Source: an optimization exercise on an open RTL-to-GDS flow (aim: small area, a short achievable clock period and few clock cycles per item). Production flows keep margins and buffers that such runs may drop. For this run, only the layout was checked, not whether the RTL still works. Power and IR drop assume default switching activity.

==> flow/design.v <==
module babe_dectree (
    input  wire        clk,
    input  wire        rst,
    input  wire        start,
    input  wire        first,
    input  wire [15:0] img_w,
    input  wire [15:0] stripe_y,
    input  wire [15:0] stripe_h,
    output wire        busy,
    output wire        fault,
    input  wire        in_valid,
    input  wire [7:0]  in_data,
    output wire        in_ready,
    output wire        job_valid,
    input  wire        job_ready,
    output wire [15:0] job_x,
    output wire [15:0] job_y,
    output wire [15:0] job_w,
    output wire [15:0] job_h,
    output wire [23:0] job_pal,
    output wire [7:0]  job_idx
);
    localparam BW  = 18;         
    localparam LIM = BW - 8;     
    reg        walking;          
    reg        busy_r;
    reg        fault_r;
    reg [BW-1:0] bb;
    reg [4:0]    c;
    reg [15:0] x, y, w, h;
    reg        nge;              
    reg [4:0]  nd;               
    reg [4:0]  na;               
    reg [15:0] gw, gh;
    reg        tv;
    reg        tdir;             
    reg        tge;
    reg [4:0]  td;               
    reg [4:0]  ta;
    reg [15:0] tvw, tvh;
    reg        tiw, tih;
    reg        p2v;
    reg [4:0]  p2;
    reg [4:0]  p2a;
    reg [31:0] pend;             
    reg [31:0] s_dir;            
    reg [31:0] s_pw, s_ph;       
    reg [31:0] s_ge;             
    reg [4:0]  s_a [1:7];        
    reg        jv;
    reg [15:0] jx, jy, jw, jh;
    reg [7:0]  ji;
    reg [31:0] ord;
    wire w_one   = (w == 16'd1);
    wire h_one   = (h == 16'd1);
    wire unsplit = w_one && h_one;
    wire f_unsplit = (w == 16'd2 && h_one) || (w_one && h == 16'd2);
    wire [15:0] w_lo = w >> 1;
    wire [15:0] h_lo = h >> 1;
    wire [15:0] w_hi = w - w_lo;
    wire [15:0] h_hi = h - h_lo;
    wire f_ge = nge ? ({1'b0, w} >= {h, 1'b0}) : ({w, 1'b1} >= {1'b0, h});
    wire s_ge_n = nge ? (w_hi >= h) : ({w, 1'b0} >= {1'b0, h});
    wire b0  = bb[BW-1];
    wire b1  = bb[BW-2];
    wire b2  = bb[BW-3];
    wire b9  = bb[BW-10];
    wire b10 = bb[BW-11];
    reg need;
    always @(*) begin
        need = 1'b0;
        if (c == 5'd0)
            need = 1'b1;
        else if (b0) begin                           
            if (c < 5'd9)        need = 1'b1;
            else if (!tv)        need = 1'b0;
            else if (c == 5'd9)  need = 1'b1;
            else                 need = b9 && (c < 5'd18);
        end else if (!unsplit) begin                 
            if (c == 5'd1)       need = 1'b1;
            else if (b1) begin                       
                if (c < 5'd11)   need = 1'b1;
                else             need = b10 && (c < 5'd19);
            end else if (!f_unsplit) begin           
                if (c == 5'd2)   need = 1'b1;
                else             need = b2 && (c < 5'd11);
            end
        end
    end
    assign in_ready = walking && need && (c <= LIM);
    wire load = in_ready && in_valid;
    wire [BW+7:0] av = {bb, 8'd0} | (load ? ({in_data, {BW{1'b0}}} >> c) : {(BW+8){1'b0}});
    wire job_free = !jv || job_ready;
    wire c0 = (c == 5'd0);
    wire t_int   = c0 ? (load && !in_data[7]) : !b0;
    wire st_fault = walking && t_int && unsplit;
    wire st_merge = walking && !c0 && !b0 && b1 && !unsplit && (c >= 5'd2) &&
                    ((c >= 5'd10) || load) && job_free;
    wire st_desc  = walking && t_int && !unsplit && !st_merge;
    wire st_leaf  = walking && !c0 && b0 && ((c >= 5'd9) || load) && job_free;
    wire [BW+7:0] av1  = av << 1;
    wire [BW+7:0] av9  = av << 9;
    wire [BW+7:0] av10 = av << 10;
    wire [4:0]    cl   = load ? c + 5'd8 : c;
    wire [15:0] t_w = tvw + {15'd0, tiw};
    wire [15:0] t_h = tvh + {15'd0, tih};
    wire [4:0]  r_b  = p2 + 5'd1 - p2a;
    wire [15:0] r_vw = p2a[4] ? 16'd0 : (gw >> p2a[3:0]);
    wire [15:0] r_vh = r_b[4] ? 16'd0 : (gh >> r_b[3:0]);
    wire        r_iw = s_pw[p2] ^ r_vw[0];
    wire        r_ih = s_ph[p2] ^ r_vh[0];
    reg        q_v;
    reg [4:0]  q_d;
    integer i;
    always @(*) begin
        q_v = 1'b0;
        q_d = 5'd0;
        for (i = 0; i < 32; i = i + 1)
            if (pend[i] && (i < p2)) begin
                q_v = 1'b1;
                q_d = i;
            end
    end
    wire [4:0] q_base = (q_d[4:2] == 3'd0) ? 5'd0 : s_a[q_d[4:2]];
    wire [3:0] q_dirs = s_dir[{q_d[4:2], 2'b00} +: 4];
    wire [2:0] q_loc  = {2'd0, q_dirs[0]} +
                        {2'd0, q_dirs[1] & (q_d[1:0] >= 2'd1)} +
                        {2'd0, q_dirs[2] & (q_d[1:0] >= 2'd2)} +
                        {2'd0, q_dirs[3] & (q_d[1:0] == 2'd3)};
    wire [4:0] q_a = q_base + {2'd0, q_loc};
    wire        pop_x = b0 && !tdir;
    wire        pop_y = b0 && tdir;
    wire [15:0] x_sum = x + (b0 ? w : (nge ? w_lo : 16'd0)) + (pop_x ? ~tvw : 16'd0) + {15'd0, pop_x & ~tiw};
    wire [15:0] y_sum = y + (b0 ? h : (nge ? 16'd0 : h_lo)) + (pop_y ? ~tvh : 16'd0) + {15'd0, pop_y & ~tih};
    wire walk_next = (st_fault || (st_leaf && !tv)) ? 1'b0 : walking;
    wire jv_next   = st_leaf || st_merge || (jv && !job_ready);
    always @(posedge clk) begin
        if (rst) begin
            walking <= 1'b0;
            busy_r  <= 1'b0;
            fault_r <= 1'b0;
            jv      <= 1'b0;
        end else begin
            if (st_merge) begin
                bb <= av10[BW+7:8];
                c  <= cl - 5'd10;
            end else if (st_leaf) begin
                bb <= av9[BW+7:8];
                c  <= cl - 5'd9;
            end else if (st_desc || st_fault) begin
                bb <= av1[BW+7:8];
                c  <= cl - 5'd1;
            end else if (load) begin
                bb <= av[BW+7:8];
                c  <= cl;
            end
            if (jv && job_ready) ord <= ord + 32'd1;
            if (!busy_r) busy_r <= start;
            else         busy_r <= walk_next || jv_next;
            jv <= jv_next;
            if (!busy_r && start) begin
                walking <= 1'b1;
                fault_r <= 1'b0;
                x   <= 16'd0;
                y   <= stripe_y;
                w   <= img_w;
                h   <= stripe_h;
                nge <= (img_w >= stripe_h);
                gw  <= img_w;
                gh  <= stripe_h;
                nd  <= 5'd0;
                na  <= 5'd0;
                tv  <= 1'b0;
                p2v <= 1'b0;
                pend <= 32'd0;
                if (first) begin
                    c   <= 5'd0;
                    bb  <= {BW{1'b0}};
                    ord <= 32'd0;
                end
            end
            if (st_fault) begin
                walking <= 1'b0;
                fault_r <= 1'b1;
            end
            if (st_desc || st_merge) begin
                s_dir[nd] <= nge;
                if (nd[1:0] == 2'd0 && nd[4:2] != 3'd0)
                    s_a[nd[4:2]] <= na;
                nd <= nd + 5'd1;
                na <= na + {4'd0, nge};
            end
            if (st_desc) begin
                pend[nd] <= 1'b1;
                s_pw[nd] <= nge ? w_hi[0] : w[0];
                s_ph[nd] <= nge ? h[0] : h_hi[0];
                s_ge[nd] <= s_ge_n;
                tv   <= 1'b1;
                tdir <= nge;
                tge  <= s_ge_n;
                td   <= nd;
                ta   <= na + {4'd0, nge};
                tvw  <= nge ? w_hi : w;
                tvh  <= nge ? h : h_hi;
                tiw  <= 1'b0;
                tih  <= 1'b0;
                p2v  <= tv;
                p2   <= td;
                p2a  <= ta;
                if (nge) w <= w_lo;
                else     h <= h_lo;
                nge <= f_ge;
            end
            if (st_merge) begin
                jx <= x;
                jy <= y;
                jw <= nge ? w_lo : w;
                jh <= nge ? h : h_lo;
                ji <= av[BW+5:BW-2];
                x  <= x_sum;
                y  <= y_sum;
                if (nge) w <= w_hi;
                else     h <= h_hi;
                nge <= s_ge_n;
            end
            if (st_leaf) begin
                jx <= x;
                jy <= y;
                jw <= w;
                jh <= h;
                ji <= av[BW+6:BW-1];
                if (tv) begin
                    x   <= x_sum;
                    y   <= y_sum;
                    w   <= t_w;
                    h   <= t_h;
                    nge <= tge;
                    nd  <= td + 5'd1;
                    na  <= ta;
                    pend[td] <= 1'b0;
                    tv   <= p2v;
                    tdir <= s_dir[p2];
                    tge  <= s_ge[p2];
                    td   <= p2;
                    ta   <= p2a;
                    tvw  <= r_vw;
                    tvh  <= r_vh;
                    tiw  <= r_iw;
                    tih  <= r_ih;
                    p2v  <= q_v;
                    p2   <= q_d;
                    p2a  <= q_a;
                end else begin
                    walking <= 1'b0;
                end
            end
        end
    end
    assign busy      = busy_r;
    assign fault     = fault_r;
    assign job_valid = jv;
    assign job_x     = jx;
    assign job_y     = jy;
    assign job_w     = jw;
    assign job_h     = jh;
    assign job_pal   = ord[31:8];
    assign job_idx   = ji;
endmodule
==> flow/run.sh <==
#!/bin/bash
# synth_recipe.tcl (not shown) runs the flow's synth.tcl, then flattens the netlist and writes it again
# the make line also repeats each setting of config.mk as NAME=value (left out here)
make -C /OpenROAD-flow-scripts/flow DESIGN_CONFIG=/design/flow/config.mk WORK_HOME=/design/flow/orfs CLKGATE_MAP_FILE= SYNTH_SCRIPT=/design/flow/synth_recipe.tcl finish
==> flow/config.mk <==
export PLATFORM = sky130hd
export DESIGN_NAME = babe_dectree
export DESIGN_NICKNAME = babe_dectree
export VERILOG_FILES = /design/flow/design.v
export SDC_FILE = /design/flow/constraint.sdc
export NUM_CORES = 4
export LEC_CHECK = 0
export CAP_MARGIN = 20
export CORE_MARGIN = 2
export CORE_UTILIZATION = 40
export PLACE_DENSITY = 0.6
export SLEW_MARGIN = 20
==> flow/constraint.sdc <==
create_clock -name core_clock -period 6.0 [get_ports {clk}]
set_input_delay 1.2000 -clock core_clock [delete_from_list [all_inputs] [get_ports {clk}]]
set_output_delay 1.2000 -clock core_clock [all_outputs]
set_load 0.01 [all_outputs]
==> impl.org <==
** Setup path
- Kind of capture point of the worst setup path :: output port
- Worst path required time :: approximately 4.8 ns
- Largest fanout on the critical path :: 8
- On the critical path, the stage with the largest delay is an instance of sky130_fd_sc_hd__nor4_2.
- Critical path data arrival time :: 4.29 ns
- STA classifies the critical path startpoint as a flop.
- Crit path cell chain :: inv_1 -> ha_1 -> nand4_1 -> nor4_2 -> a32oi_1 -> a211oi_2 -> a21o_1 -> a21oi_1 -> clkdlybuf4s50_1
- The critical path contains buffers and inverters numbering 2 combined.
- The critical path is of the reg -> out type.
- Grouping stages by cell kind, the critical path spends the most delay in compound AO/OA/AOI/OAI gates.
- CP max stage delay :: about 0.75 ns

** STA
- Setup repair after global routing left no endpoint under its margin.
- Clock skew after layout :: 0.0319 ns
- Number of failing setup endpoints in the final timing report :: 0
- Post-route worst setup slack :: around 0.51 ns
- The worst path uses between 90% and 100% of the clock period.
- Timing would allow up to 182 MHz.
- Total count of hold-check failures in the final report :: 0
- The number of pins with negative max-slew slack in the final report was 0.
- Worst Max-Slew Pin Slew :: 1.12 ns
- After routing, the total negative slack on setup checks comes to 0 ns.
- The clock period could shrink to about 5.5 ns.
- Worst slew margin relative to its limit :: between 20 and 25%

** Cells and area
- For this run, the post-layout net count is about 3900.
- Post-route cell area :: ~0.039 mm2
- In the final layout, the multi-input gates occupy 0.0179 mm2.
- Counting the fill cells in the layout gives just over 8000.
- P&R area growth vs syn :: 13.4%
- Commonest non-fill, non-tap cell in the layout :: sky130_fd_sc_hd__nand2_1
- Area taken by flip-flops and latches :: approximately 0.015 mm2
- Number of cells in the finished layout apart from fillers :: between 4000 and 5000
- The top cell types in the final layout, fill and taps aside, are 489 x sky130_fd_sc_hd__nand2_1, 486 x sky130_fd_sc_hd__edfxtp_1, 318 x sky130_fd_sc_hd__o21ai_0.
- The post-route netlist has under 10% of its cells at a drive strength greater than 1.
- The number of antenna diodes in the final layout is 0.

** Clock tree
- Clock latency on the worst-skew pair, taken at its later pin, is approximately 0.66 ns.
- Total clock sinks :: between 400 and 500
- TritonCTS built the clock tree.
- CTS HTree Levels :: 2
- Buffers inserted during clock tree synthesis total between 50 and 60.
- Clock-pin slew was measured on the worst setup and hold paths at ~0.060 ns.
- Counting along the longest clock path gives a buffer depth of 3.
- Number of hold buffers added after CTS :: 0
- Post-CTS repair changed the size of 0 cells.
- Clock tree synthesis selected as its root buffer the cell sky130_fd_sc_hd__clkbuf_16.
- Once the clock tree was built, the setup fixing pass inserted 0 buffers.

** Place
- In this run the cell area measured after placement is 0.0370 mm2.
- In this run, placement finished with an instance count of about 4700.
- The wire-length estimate of the detail-placed layout is between 80 and 90 mm.
- In this run the tool buffered the top-level ports with 161 buffer cells.
- Routability cong. :: 0.953
- Worst setup timing slack at the placement stage :: between 0.7 and 0.8 ns

** Logic synthesis
- Dominant combinational cell family by area after synthesis :: compound AO/OA/AOI/OAI gates
- The synthesized netlist occupies a cell area of 0.0342 mm2.
- Synthesized instance count :: about 3600
- Ys flop type :: sky130_fd_sc_hd__edfxtp_1
- Count of flip-flops with a built-in enable after synthesis :: about 490
- The synthesized netlist devotes approximately a fifth of its cell area to compound gates.
- Post-Synth Simple-Gate Area :: 14.8%
- The number of nets handed over by synthesis was approximately 3800.
- Library cell occupying the most area in the post-synthesis netlist :: sky130_fd_sc_hd__edfxtp_1
- After synthesis, the cell types taking the most area are sky130_fd_sc_hd__edfxtp_1 43%, sky130_fd_sc_hd__ha_1 6.4%, sky130_fd_sc_hd__nand2_1 5.4%.
- Mapped Avg Cell Area :: approximately 9.6 um2
- XOR/XNOR Fraction of Synth Area :: about 3.4%
- #FFs+latches synth :: 490
- Distinct cells, synth :: between 90 and 100
- Counting flops with an async set or reset pin after synthesis yields a share of 0%.
- Fraction of synthesized area in multiplexers :: under 10%
- Sequential area share after synthesis :: a little over two fifths
- Total of warnings raised by yosys :: 1
- The synthesized netlist devotes 8.63% of its cell area to adder and majority cells.
- The share of synthesized area in the top cell type comes to a little over two fifths.

** Floorplanning
- around 160 I/O pins were placed.
- The floorplan step defined a core boundary enclosing about 0.085 mm2.
- The die covers between 0.08 and 0.09 mm2.
- From bottom edge to top edge, the die measures between 200 and 300 um.
- Core Rows :: 107
- Initial standard-cell utilization of the core :: between 40 and 50%
- Width of the die :: slightly below 300 um

** Routing
- Dividing the detail-routed wire length by the instance count gives 23.5 um.
- Total DRC errors in the routed layout :: 0
- The pre-antenna-repair detailed-routing pass consisted of 5 iterations.
- Total via count in the routed design :: about 29000
- Drt first-iter violations :: approximately 3200
- Ratio of routed vias to standard cells :: ~5.9
- Once detail routing completed, the nets flagged for antenna violations numbered 0.
- The final layout contains routed wiring with a total length of ~110 mm.

** GRT
- Global routing consumed, over all layers together, 25.4% of the routing resources.
- The via count of the first global-routing pass was about 27000.
- Total grt overflow :: 0
- Entering global routing, the biggest net connects about 140 pins.
- First-pass GRT wire length :: approximately 170 mm
- The initial antenna violation count is 4.

** Run status
- The flow ran to the end and the layout has no timing, DRC or antenna violations.

** Pwr
- The analysis attributes to cell leakage a power of ~15 nW.
- For this design the ratio of total power to cell area is about 340 mW/mm2.
- The worst-case IR drop observed on VDD is ~0.23 mV.

** Run
- Max-cap violations in this run came to 0.

** Worst hold path
- Min-Delay Path Class :: reg -> reg
-- sequential cells by signal (all words and copies together) (netlist names), 18 cells and up --
name   cells
bb        18
ord       32
pend      31
s_a       35
s_dir     32
s_ge      32
s_ph      32
s_pw      32
-- final cells by class --
class                           instances  share of cell area, %
Clock buffer                           71                   3.82
Clock inverter                         34                  0.723
Inverter                              199                   1.94
Multi-Input combinational cell       2658                   46.1
Sequential cell                       490                   37.9
Tap cell                             1144                   3.69
Timing Repair Buffer                  234                   5.83
-- cell usage after synthesis (all sizes together), types with 8 or more instances --
cell    instances
nand4          16
a32oi          11
a31oi          49
nand2b         41
a311oi         11
a21o           30
fa             38
o21ai         320
o221ai         10
o21bai         10
or3            25
xnor2          67
nand2         490
buf            80
o211ai         46
o22ai          38
a22o           25
a211o          12
a211oi         49
o21a           19
edfxtp        486
nor2          273
o31ai          14
nor4           11
ha            175
a21boi          8
nand3          88
mux2           16
and3           30
mux2i          94
nor2b          35
a21oi         237
a221oi         10
clkbuf        142
xor2           65
a22oi          64
inv           194
and2           20
mux4           41
or2            24
nor3           42
-- cells by family after synthesis --
kind of cell,count (synthesis)
XOR/XNOR,132
adder cells (fa/ha/maj),213
multiplexers,151
AND/OR/NAND/NOR,1124
buffers and inverters,421
AO/OA/AOI/OAI,1038
flip-flops,490
-- worst reg2reg max path: stages, from the launching register on --
cell,delay [ns]
sky130_fd_sc_hd__edfxtp_1,0.49
sky130_fd_sc_hd__inv_1,0.20
sky130_fd_sc_hd__ha_1,0.20
sky130_fd_sc_hd__inv_1,0.06
sky130_fd_sc_hd__fa_1,0.39
sky130_fd_sc_hd__nor2b_1,0.14
sky130_fd_sc_hd__o21ai_0,0.23
sky130_fd_sc_hd__a21oi_1,0.13
sky130_fd_sc_hd__o41a_1,0.37
sky130_fd_sc_hd__a311oi_1,0.34
sky130_fd_sc_hd__xor2_1,0.37
sky130_fd_sc_hd__ha_1,0.32
sky130_fd_sc_hd__a21oi_1,0.15
sky130_fd_sc_hd__nor2b_1,0.06
sky130_fd_sc_hd__o21ai_0,0.19
sky130_fd_sc_hd__nand4_1,0.11
sky130_fd_sc_hd__nor2_1,0.11
sky130_fd_sc_hd__o31a_1,0.14
sky130_fd_sc_hd__a211o_1,0.68
sky130_fd_sc_hd__nand3b_1,0.28
sky130_fd_sc_hd__o21ai_0,0.11
-- layer usage --
layer / GRT usage, % / vias to the layer above / routed length (um)
met5: 0 / - / 13
met4: 8.75 / 2 / 4020
met3: 3.24 / 206 / 8650
met2: 40.6 / 1270 / 51900
met1: 35.6 / 13800 / 49000
li1: - / 13300 / -
-- worst paths after layout --
kind         cells after the start  startpoint  slack (ns)        to
max                              9        h[3]        0.51  in_ready
min                              0       y[12]        0.46    jy[12]
max reg2reg                     20        w[0]        0.66  s_ge[31]
min reg2reg                      0       y[12]        0.46    jy[12]
-- metrics by stage --
step,power [mW],util [%],hold WS [ns]
after global placement,9.80,43.6,0.440
final,13.2,45.6,0.456
after detailed placement,9.82,43.6,0.444
after CTS,13.2,45.6,0.454
after floorplan,8.22,-,0.426
after global routing,14.0,45.6,0.463
-- power by group --
part           internal, mW  leakage, nW  switching, mW
clock                  1.88        0.854           1.50
sequential             4.21         4.66          0.400
combinational          2.01         9.20           3.24

## static timing again, ports no longer ideal
In the flow no input, the clock included, has a driving cell. The finished layout below was timed again as built, in two steps.
Step 1 (the two cells are an assumption about what drives the block):
set clk [get_ports {clk}]
set_driving_cell -lib_cell sky130_fd_sc_hd__clkbuf_16 $clk
set_driving_cell -lib_cell sky130_fd_sc_hd__buf_2 [delete_from_list [all_inputs] $clk]
Step 2 times the ports against the registers' clock, not the clock port: input delays grow and output delays shrink by t, the midpoint of the rising clock arrivals with the driver on.
Three values: ideal ports, drivers, drivers and shift; two values: the first two.
shift t [ns]: 0.714
slack for setup (ns): 0.506 / 0.437 / 0.664
hold WS [ns]: 0.456 / 0.456 / 0.456
clock arrival spread, ns: 0.032 / 0.033
cell pins on the clock port's net: 1
After both steps this run still meets setup and hold. For this run, drivers alone change the setup slack by -0.069 ns; drivers and shift together by +0.158 ns.
